This is an optimization exercise on Yosys and OpenROAD, whose aim is small area, a short achievable clock period and few clock cycles, not a production implementation.
Where RTL was checked, it was by simulation tests only, not by an equivalence proof against the original.
Power and IR drop assume default switching activity.

## dem_encoder
module dem_encoder (
    input  wire        clk,
    input  wire        rst,         
    input  wire        start,
    input  wire [15:0] in_len,      
    input  wire [15:0] out_cap,     
    output wire        busy,
    output reg         done,
    output reg         fail,
    output reg  [3:0]  cause,       
    output reg  [15:0] out_len,     
    output wire        rd_en,
    output wire [13:0] rd_addr,     
    input  wire [31:0] rd_data,
    output wire        out_valid,
    output wire [7:0]  out_data,
    input  wire        out_ready
);
For scale: ~310 flip-flops, about 120 I/O pins.
clock: 10.0 ns
lec_check: 0
cap_margin: 20
core_margin: 2
core_utilization: 40
cts_buf_list: sky130_fd_sc_hd__clkbuf_4 sky130_fd_sc_hd__clkbuf_8
setup_slack_margin: 5
slew_margin: 20
tns_end_percent: 100
standard.sh (not shown) runs the stock make flow with config.mk's settings and CLKGATE_MAP_FILE= SYNTH_SCRIPT=/design/flow/synth_recipe.tcl, a recipe that flattens the netlist after the stock synthesis.
==> flow/flow/run.sh <==
#!/bin/bash
# The standard layout (standard.sh: the standard synthesis and ORFS flow) with three
# changes: plain buf_1 port buffers, no CTS dummy loads, and the setup repair aimed
# 6 ns below the clock period. Each run's full output goes to standard.log.
set -euo pipefail
bash standard.sh SETUP_SLACK_MARGIN=6 \
  "BUFFER_PORTS_ARGS=-buffer_cell sky130_fd_sc_hd__buf_1" \
  "CTS_ARGS=-sink_clustering_enable -repair_clock_nets -buf_list {sky130_fd_sc_hd__clkbuf_4 sky130_fd_sc_hd__clkbuf_8} -dont_use_dummy_load" \
  finish > standard.log 2>&1
Change:
--- a/flow/design.v
+++ b/flow/design.v
@@ -146,38 +146,54 @@
     wire        fit    = (kl != 4'd0);
     function [3:0] km1(input [2:0] ty);
         case (ty)
             3'd2: km1 = 4'd7;  3'd3: km1 = 4'd3;  3'd4: km1 = 4'd1;
             3'd5: km1 = 4'd1;  default: km1 = 4'd0;
         endcase
     endfunction
     wire ph_last  = (onb == 3'd0) && (oph != 2'd0 || oc <= 9'd31);
-    wire olast    = ov && room && ph_last;       
     wire move     = ov && room && out_ready;
+    wire slot     = !ov || (move && ph_last);    
     wire brk      = !rec_v || bu || (bc != t) || (c == 9'd287);
-    wire s_scan   = (st == S_SCAN);
-    wire s_pay    = (st == S_PAY);
-    wire c_free   = bq_v && ((s_scan && (!brk || !rec_v)) || (s_pay && (first || fit)));
-    wire want     = (bq_v && ((s_scan && brk && rec_v) || (s_pay && !(first || fit))))
-                 || (st == S_CEND) || (st == S_LAST);
-    wire c_wp     = (s_scan && !ovf) || s_pay;
-    wire push_n   = want && !ov;
-    wire push_r   = want && olast;
-    wire push     = push_n || (push_r && out_ready);
-    wire consume  = c_free || (c_wp && push);
-    wire [1:0] push_k = s_scan || (st == S_LAST) ? K_REC : K_CHUNK;
-    wire rewind   = push && (s_scan || (st == S_LAST)) && ovf;
+    reg  consume;       
+    reg  push;          
+    reg  [1:0] push_k;
+    reg  rewind;        
+    always @(*) begin
+        consume = 1'b0;
+        push    = 1'b0;
+        push_k  = K_REC;
+        rewind  = 1'b0;
+        case (st)
+            S_SCAN: if (bq_v) begin
+                if (!brk) consume = 1'b1;
+                else if (!rec_v) consume = 1'b1;
+                else if (slot) begin
+                    push = 1'b1;
+                    if (ovf) rewind = 1'b1;
+                    else     consume = 1'b1;
+                end
+            end
+            S_PAY: if (bq_v) begin
+                if (first || fit) consume = 1'b1;
+                else if (slot) begin
+                    push = 1'b1; push_k = K_CHUNK; consume = 1'b1;
+                end
+            end
+            S_CEND: if (slot) begin push = 1'b1; push_k = K_CHUNK; end
+            S_LAST: if (slot) begin push = 1'b1; if (ovf) rewind = 1'b1; end
+            default: ;
+        endcase
+    end
     wire        issue    = run && (st == S_SCAN || st == S_PAY || st == S_CEND) && !rae;
     wire [15:0] ra_inc16 = inc16({2'b00, ra});
     wire [13:0] ra_inc   = ra_inc16[13:0];
     wire        ra1e     = (ra_inc == n_w);
-    wire        mab_n    = rq_v && (!bq_v || c_free || (c_wp && push_n));
-    wire        mab_r    = rq_v && c_wp && push_r;
-    wire        mab      = mab_n || (mab_r && out_ready);
+    wire        mab      = rq_v && (!bq_v || consume);
     wire        land     = iv && (!rq_v || mab);
     wire        drop     = iv && rq_v && !mab;
     assign busy      = run;
     assign rd_en     = issue;
     assign rd_addr   = ra;
     assign out_valid = ov && room;
     assign out_data  = od;
     wire fin_ok = run && (st == S_DONE) && (!ov || (move && ph_last));
The new run finished with timing, DRC and antenna clean. Core utilization climbs by 0.30 points. Via count decreases by 0.91%. Clock-buffer cell count rises by 4. Die area is lower by 0.80%. Final area is about the same. Cell count stays flat. Worst setup slack gains 54 ps. Global-route usage climbs by 0.75 points. Synthesized cell count fell by 0.92%. Register-to-register slack improves by 90 ps. Wire length goes up by 3.4%. Area after synthesis decreases by 0.81%. Sequential power hardly moves.
Testbench counts after the change, summed over its fixed seeds: cycles 44,927.
Only the layout flow was run in the first run of this note; the RTL was not checked for function there.

* * *

The RTL this note starts from:
==> flow/design.v <==
module dem_encoder (
    input  wire        clk,
    input  wire        rst,         
    input  wire        start,
    input  wire [15:0] in_len,      
    input  wire [15:0] out_cap,     
    output wire        busy,
    output reg         done,
    output reg         fail,
    output reg  [3:0]  cause,       
    output reg  [15:0] out_len,     
    output wire        rd_en,
    output wire [13:0] rd_addr,     
    input  wire [31:0] rd_data,
    output wire        out_valid,
    output wire [7:0]  out_data,
    input  wire        out_ready
);
    localparam [31:0] OUTW = 32'h8000_0000;
    localparam [2:0] S_SCAN = 3'd0,    
                     S_PAY  = 3'd1,    
                     S_CEND = 3'd2,    
                     S_LAST = 3'd3,    
                     S_F8   = 3'd4,    
                     S_DONE = 3'd5,    
                     S_BAD  = 3'd6;    
    localparam [1:0] K_REC = 2'd0, K_CHUNK = 2'd1, K_F8 = 2'd2;
    reg         run;
    reg  [2:0]  st;
    reg  [13:0] n_w;
    reg  [13:0] ra;           
    reg         iv;           
    reg         ilast;        
    reg         rq_v;
    reg         rq_last;
    reg  [31:0] rq;           
    reg  [31:0] p;            
    reg         eoi;          
    reg         rec_v;
    reg  [2:0]  t;
    reg  [8:0]  c;            
    reg  [31:0] pb;           
    reg  [3:0]  n4;           
    reg         ovf;          
    reg         first;        
    reg  [13:0] ri;           
    reg         pv;
    reg  [1:0]  pk;
    reg  [2:0]  pt;
    reg  [8:0]  pc;
    reg  [31:0] ppb;
    reg  [2:0]  pnb;
    reg         ov;
    reg  [1:0]  oph;          
    reg  [2:0]  ot;
    reg  [8:0]  oc;
    reg  [31:0] ob;
    reg  [2:0]  onb;          
    reg  [15:0] rem;          
    reg         room;
    wire [31:0] d     = rq - p;
    wire        isout = (rq == OUTW);
    wire        dz    = (d == 32'd0);
    function fits(input [31:0] dv, input integer w);
        reg same;
        reg lowz;
        integer b;
        begin
            same = 1'b1;
            for (b = w - 1; b < 32; b = b + 1) same = same & (dv[b] == dv[31]);
            lowz = 1'b1;
            for (b = 0; b < w - 1; b = b + 1) lowz = lowz & ~dv[b];
            fits = same & ~(dv[31] & lowz);
        end
    endfunction
    wire f4  = fits(d, 4);
    wire f8  = fits(d, 8);
    wire f12 = fits(d, 12);
    wire f16 = fits(d, 16);
    wire f24 = fits(d, 24);
    wire unenc = ~isout & (d == 32'h8000_0000);
    reg  [2:0] cls;
    always @(*) begin
        if (isout)     cls = 3'd0;
        else if (dz)   cls = 3'd1;
        else if (f4)   cls = 3'd2;
        else if (f8)   cls = 3'd3;
        else if (f12)  cls = 3'd4;
        else if (f16)  cls = 3'd5;
        else if (f24)  cls = 3'd6;
        else           cls = 3'd7;
    end
    function [3:0] wn(input [2:0] ty);
        case (ty)
            3'd2: wn = 4'd1;  3'd3: wn = 4'd2;  3'd4: wn = 4'd3;
            3'd5: wn = 4'd4;  3'd6: wn = 4'd6;  3'd7: wn = 4'd8;
            default: wn = 4'd0;
        endcase
    endfunction
    function [31:0] wmask(input [2:0] ty);
        case (ty)
            3'd2: wmask = 32'h0000_000F;  3'd3: wmask = 32'h0000_00FF;
            3'd4: wmask = 32'h0000_0FFF;  3'd5: wmask = 32'h0000_FFFF;
            3'd6: wmask = 32'h00FF_FFFF;  3'd7: wmask = 32'hFFFF_FFFF;
            default: wmask = 32'd0;
        endcase
    endfunction
    wire [31:0] dm_t   = d & wmask(t);
    wire [31:0] dm_c   = d & wmask(cls);
    wire [31:0] pb_add = pb | (dm_t << {n4[2:0], 2'b00});
    wire [4:0]  n4_add = {1'b0, n4} + {1'b0, wn(t)};
    wire        fit    = (n4_add <= 5'd8);
    wire ph_last  = (oph == 2'd2) ? (onb == 3'd1)
                  : (oph == 2'd1) ? (onb == 3'd0)
                  : (oc <= 9'd31 && onb == 3'd0);
    wire move     = ov && room && out_ready;
    wire ofree    = !ov || (move && ph_last);
    wire take     = pv && (pk != K_F8) && ofree;
    wire slot     = !pv || take;           
    wire brk      = !rec_v || unenc || (cls != t) || (c == 9'd287);
    reg  consume;       
    reg  push;          
    reg  [1:0] push_k;
    reg  rewind;        
    always @(*) begin
        consume = 1'b0;
        push    = 1'b0;
        push_k  = K_REC;
        rewind  = 1'b0;
        case (st)
            S_SCAN: if (rq_v) begin
                if (!brk) consume = 1'b1;
                else if (!rec_v) consume = 1'b1;
                else if (slot) begin
                    push = 1'b1;
                    if (ovf) rewind = 1'b1;
                    else     consume = 1'b1;
                end
            end
            S_PAY: if (rq_v) begin
                if (first || fit) consume = 1'b1;
                else if (slot) begin
                    push = 1'b1; push_k = K_CHUNK; consume = 1'b1;
                end
            end
            S_CEND: if (slot) begin push = 1'b1; push_k = K_CHUNK; end
            S_LAST: if (slot) begin push = 1'b1; if (ovf) rewind = 1'b1; end
            S_F8:   if (slot) begin push = 1'b1; push_k = K_F8; end
            default: ;
        endcase
    end
    wire        issue    = run && (st == S_SCAN || st == S_PAY || st == S_CEND) && (ra != n_w);
    wire [13:0] ra_inc   = ra + 14'd1;
    wire        land     = iv && (!rq_v || consume);
    wire        drop     = iv && rq_v && !consume;
    assign busy      = run;
    assign rd_en     = issue;
    assign rd_addr   = ra;
    reg [7:0] obyte;
    always @(*) begin
        case (oph)
            2'd0:    obyte = (oc <= 9'd31) ? {ot, oc[4:0]} : {ot, 5'd0};
            2'd1:    obyte = oc[7:0] - 8'd32;
            default: obyte = ob[7:0];
        endcase
    end
    assign out_valid = ov && room;
    assign out_data  = obyte;
    wire fin_ok = run && (st == S_DONE) && !pv && !ov;
    wire fin_f8 = run && pv && (pk == K_F8) && !ov;
    wire fin_f4 = run && ov && !room;
    wire fin_bl = run && (st == S_BAD);
    always @(posedge clk) begin
        if (rst) begin
            run  <= 1'b0;
            done <= 1'b0;
            fail <= 1'b0;
            cause <= 4'd0;
            out_len <= 16'd0;
            st   <= S_DONE;
            iv   <= 1'b0;
            rq_v <= 1'b0;
            pv   <= 1'b0;
            ov   <= 1'b0;
        end else begin
            done <= 1'b0;
            if (!run) begin
                if (start) begin
                    run     <= 1'b1;
                    n_w     <= in_len[15:2];
                    ra      <= 14'd0;
                    iv      <= 1'b0;
                    rq_v    <= 1'b0;
                    p       <= 32'd0;
                    eoi     <= 1'b0;
                    rec_v   <= 1'b0;
                    pv      <= 1'b0;
                    ov      <= 1'b0;
                    rem     <= out_cap;
                    room    <= (out_cap != 16'd0);
                    out_len <= 16'd0;
                    if (in_len[1:0] != 2'd0)      st <= S_BAD;
                    else if (in_len[15:2] == 14'd0) st <= S_DONE;
                    else                          st <= S_SCAN;
                end
            end else if (fin_ok || fin_f8 || fin_f4 || fin_bl) begin
                run   <= 1'b0;
                done  <= 1'b1;
                fail  <= !fin_ok;
                cause <= fin_bl ? 4'd9 : fin_f8 ? 4'd8 : fin_f4 ? 4'd4 : 4'd0;
                if (!fin_ok) out_len <= 16'd0;
                iv    <= 1'b0;
                rq_v  <= 1'b0;
                pv    <= 1'b0;
                ov    <= 1'b0;
            end else begin
                if (rewind) begin
                    ra   <= ri;
                    iv   <= 1'b0;
                    rq_v <= 1'b0;
                end else begin
                    if (drop)       ra <= ra - 14'd1;
                    else if (issue) ra <= ra_inc;
                    iv    <= issue && !drop;
                    ilast <= (ra_inc == n_w);
                    if (land) begin
                        rq      <= rd_data;
                        rq_last <= ilast;
                        rq_v    <= 1'b1;
                    end else if (consume) begin
                        rq_v    <= 1'b0;
                    end
                end
                if (consume && !isout) p <= rq;
                case (st)
                    S_SCAN: if (consume) begin
                        if (!brk) begin
                            c <= c + 9'd1;
                            if (t >= 3'd2) begin
                                if (fit && !ovf) begin
                                    pb <= pb_add;
                                    n4 <= n4_add[3:0];
                                end else begin
                                    ovf <= 1'b1;
                                end
                            end
                        end else begin
                            t     <= cls;
                            c     <= 9'd1;
                            pb    <= dm_c;
                            n4    <= wn(cls);
                            ovf   <= 1'b0;
                            rec_v <= 1'b1;
                            ri    <= ra - (iv ? 14'd2 : 14'd1);
                            if (unenc) st <= S_F8;
                        end
                        if (rq_last) begin
                            eoi <= 1'b1;
                            if (!(brk && unenc)) st <= S_LAST;
                        end
                    end else if (rewind) begin
                        st    <= S_PAY;
                        first <= 1'b1;
                        n4    <= 4'd0;
                    end
                    S_PAY: if (consume) begin
                        c <= c - 9'd1;
                        if (fit) begin
                            pb <= pb_add;
                            n4 <= n4_add[3:0];
                        end else begin
                            pb    <= dm_t;
                            n4    <= wn(t);
                            first <= 1'b0;
                        end
                        if (c == 9'd1) st <= S_CEND;
                        if (rq_last) eoi <= 1'b1;
                    end
                    S_CEND: if (push) begin
                        rec_v <= 1'b0;
                        st    <= eoi ? S_DONE : S_SCAN;
                    end
                    S_LAST: if (push) begin
                        if (ovf) begin
                            st    <= S_PAY;
                            first <= 1'b1;
                            n4    <= 4'd0;
                        end else begin
                            st    <= S_DONE;
                        end
                    end
                    S_F8: if (push) st <= S_DONE;
                    default: ;
                endcase
                if (push) begin
                    pv  <= 1'b1;
                    pk  <= push_k;
                    pt  <= t;
                    pc  <= c;
                    ppb <= pb;
                    pnb <= (n4[3:1] + {2'b00, n4[0]});
                end else if (take) begin
                    pv  <= 1'b0;
                end
                if (take) begin
                    ov  <= 1'b1;
                    oph <= (pk == K_CHUNK) ? 2'd2 : 2'd0;
                    ot  <= pt;
                    oc  <= pc;
                    ob  <= ppb;
                    onb <= pnb;
                end else if (move) begin
                    if (ph_last) ov <= 1'b0;
                    case (oph)
                        2'd0: oph <= (oc > 9'd31) ? 2'd1 : 2'd2;
                        2'd1: oph <= 2'd2;
                        default: begin
                            ob  <= {8'd0, ob[31:8]};
                            onb <= onb - 3'd1;
                        end
                    endcase
                end
                if (move) begin
                    out_len <= out_len + 16'd1;
                    rem     <= rem - 16'd1;
                    room    <= (rem != 16'd1);
                end
            end
        end
    end
endmodule
make LEC_CHECK=0 CAP_MARGIN=20 CORE_MARGIN=2 CORE_UTILIZATION=40 SLEW_MARGIN=20 finish   # period 10.0 ns
run.sh (not shown) runs the stock make flow with config.mk's settings and CLKGATE_MAP_FILE= SYNTH_SCRIPT=/design/flow/synth_recipe.tcl, a recipe that flattens the netlist after the stock synthesis.
Stock flow here: none of the scripts above is used.
Then changed:
--- a/flow/design.v
+++ b/flow/design.v
@@ -35,6 +35,11 @@
     reg         rq_last;
     reg  [31:0] rq;           
     reg  [31:0] p;            
+    reg         bq_v;
+    reg         bq_last;
+    reg  [31:0] bq;           
+    reg  [2:0]  bc;           
+    reg         bu;           
     reg         eoi;          
     reg         rec_v;
     reg  [2:0]  t;
@@ -105,9 +110,8 @@
             default: wmask = 32'd0;
         endcase
     endfunction
-    wire [31:0] dm_t   = d & wmask(t);
     wire [31:0] dm_c   = d & wmask(cls);
-    wire [31:0] pb_add = pb | (dm_t << {n4[2:0], 2'b00});
+    wire [31:0] pb_add = pb | (bq << {n4[2:0], 2'b00});
     wire [4:0]  n4_add = {1'b0, n4} + {1'b0, wn(t)};
     wire        fit    = (n4_add <= 5'd8);
     wire ph_last  = (oph == 2'd2) ? (onb == 3'd1)
@@ -117,7 +121,7 @@
     wire ofree    = !ov || (move && ph_last);
     wire take     = pv && (pk != K_F8) && ofree;
     wire slot     = !pv || take;           
-    wire brk      = !rec_v || unenc || (cls != t) || (c == 9'd287);
+    wire brk      = !rec_v || bu || (bc != t) || (c == 9'd287);
     reg  consume;       
     reg  push;          
     reg  [1:0] push_k;
@@ -128,7 +132,7 @@
         push_k  = K_REC;
         rewind  = 1'b0;
         case (st)
-            S_SCAN: if (rq_v) begin
+            S_SCAN: if (bq_v) begin
                 if (!brk) consume = 1'b1;
                 else if (!rec_v) consume = 1'b1;
                 else if (slot) begin
@@ -137,7 +141,7 @@
                     else     consume = 1'b1;
                 end
             end
-            S_PAY: if (rq_v) begin
+            S_PAY: if (bq_v) begin
                 if (first || fit) consume = 1'b1;
                 else if (slot) begin
                     push = 1'b1; push_k = K_CHUNK; consume = 1'b1;
@@ -151,8 +155,9 @@
     end
     wire        issue    = run && (st == S_SCAN || st == S_PAY || st == S_CEND) && (ra != n_w);
     wire [13:0] ra_inc   = ra + 14'd1;
-    wire        land     = iv && (!rq_v || consume);
-    wire        drop     = iv && rq_v && !consume;
+    wire        mab      = rq_v && (!bq_v || consume);
+    wire        land     = iv && (!rq_v || mab);
+    wire        drop     = iv && rq_v && !mab;
     assign busy      = run;
     assign rd_en     = issue;
     assign rd_addr   = ra;
@@ -191,6 +196,7 @@
                     ra      <= 14'd0;
                     iv      <= 1'b0;
                     rq_v    <= 1'b0;
+                    bq_v    <= 1'b0;
                     p       <= 32'd0;
                     eoi     <= 1'b0;
                     rec_v   <= 1'b0;
@@ -211,6 +217,7 @@
                 if (!fin_ok) out_len <= 16'd0;
                 iv    <= 1'b0;
                 rq_v  <= 1'b0;
+                bq_v  <= 1'b0;
                 pv    <= 1'b0;
                 ov    <= 1'b0;
             end else begin
@@ -218,6 +225,7 @@
                     ra   <= ri;
                     iv   <= 1'b0;
                     rq_v <= 1'b0;
+                    bq_v <= 1'b0;
                 end else begin
                     if (drop)       ra <= ra - 14'd1;
                     else if (issue) ra <= ra_inc;
@@ -227,11 +235,20 @@
                         rq      <= rd_data;
                         rq_last <= ilast;
                         rq_v    <= 1'b1;
-                    end else if (consume) begin
+                    end else if (mab) begin
                         rq_v    <= 1'b0;
                     end
+                    if (mab) begin
+                        bq      <= dm_c;
+                        bc      <= cls;
+                        bu      <= unenc;
+                        bq_last <= rq_last;
+                        bq_v    <= 1'b1;
+                        if (!isout) p <= rq;
+                    end else if (consume) begin
+                        bq_v    <= 1'b0;
+                    end
                 end
-                if (consume && !isout) p <= rq;
                 case (st)
                     S_SCAN: if (consume) begin
                         if (!brk) begin
@@ -245,18 +262,18 @@
                                 end
                             end
                         end else begin
-                            t     <= cls;
+                            t     <= bc;
                             c     <= 9'd1;
-                            pb    <= dm_c;
-                            n4    <= wn(cls);
+                            pb    <= bq;
+                            n4    <= wn(bc);
                             ovf   <= 1'b0;
                             rec_v <= 1'b1;
-                            ri    <= ra - (iv ? 14'd2 : 14'd1);
-                            if (unenc) st <= S_F8;
+                            ri    <= ra - {12'd0, 2'd1 + {1'b0, iv} + {1'b0, rq_v}};
+                            if (bu) st <= S_F8;
                         end
-                        if (rq_last) begin
+                        if (bq_last) begin
                             eoi <= 1'b1;
-                            if (!(brk && unenc)) st <= S_LAST;
+                            if (!bu) st <= S_LAST;
                         end
                     end else if (rewind) begin
                         st    <= S_PAY;
@@ -269,12 +286,12 @@
                             pb <= pb_add;
                             n4 <= n4_add[3:0];
                         end else begin
-                            pb    <= dm_t;
+                            pb    <= bq;
                             n4    <= wn(t);
                             first <= 1'b0;
                         end
                         if (c == 9'd1) st <= S_CEND;
-                        if (rq_last) eoi <= 1'b1;
+                        if (bq_last) eoi <= 1'b1;
                     end
                     S_CEND: if (push) begin
                         rec_v <= 1'b0;
Result: Combinational power falls by 7.9%; synthesized cell count is higher by 0.44%; power increases by 10%; hold slack barely changes; die area grows by 4.2%; maximum frequency increases by 36%; setup slack gets better by 1.9 ns; synthesized area came out higher by 4.3%; final cell count is higher by 0.99%; non-clock buffer count stays the same.
Function was not checked in any run of this note: the RTL went through the layout flow alone.

## what the ideal ports hide
In the flow no input, the clock included, has a driving cell. The finished layouts below were timed again as built, in two steps. Step 1 assumes that a clkbuf_16 drives the clock port and a buf_2 every other input. Step 2, shift: input delay + t, output delay - t, t = (earliest + latest rising clock arrival at the registers) / 2. This alone moves slack from input paths to output paths. a / b / c = ideal ports / drivers / drivers and shift; a / b = the first two.
run | shift t [ns] | setup WS [ns] | hold slack, ns | worst setup path at the end
the first run of note 1 | 0.666 | 6.033 / 6.033 / 5.453 | 0.418 / 0.418 / 0.418 | input to register
the second run of note 1 | 0.668 | 6.087 / 6.104 / 5.435 | 0.422 / 0.422 / 0.422 | input to register
the first run of note 2 | 0.599 | 2.828 / 2.828 / 2.828 | 0.419 / 0.419 / 0.419 | register to register
the second run of note 2 | 0.610 | 4.725 / 4.708 / 4.143 | 0.421 / 0.421 / 0.421 | input to register
After both steps setup and hold are still met in every run listed. The setup slack of the second run of note 1, which loses most, moves by +0.017 ns with the drivers and by -0.652 ns with both steps.
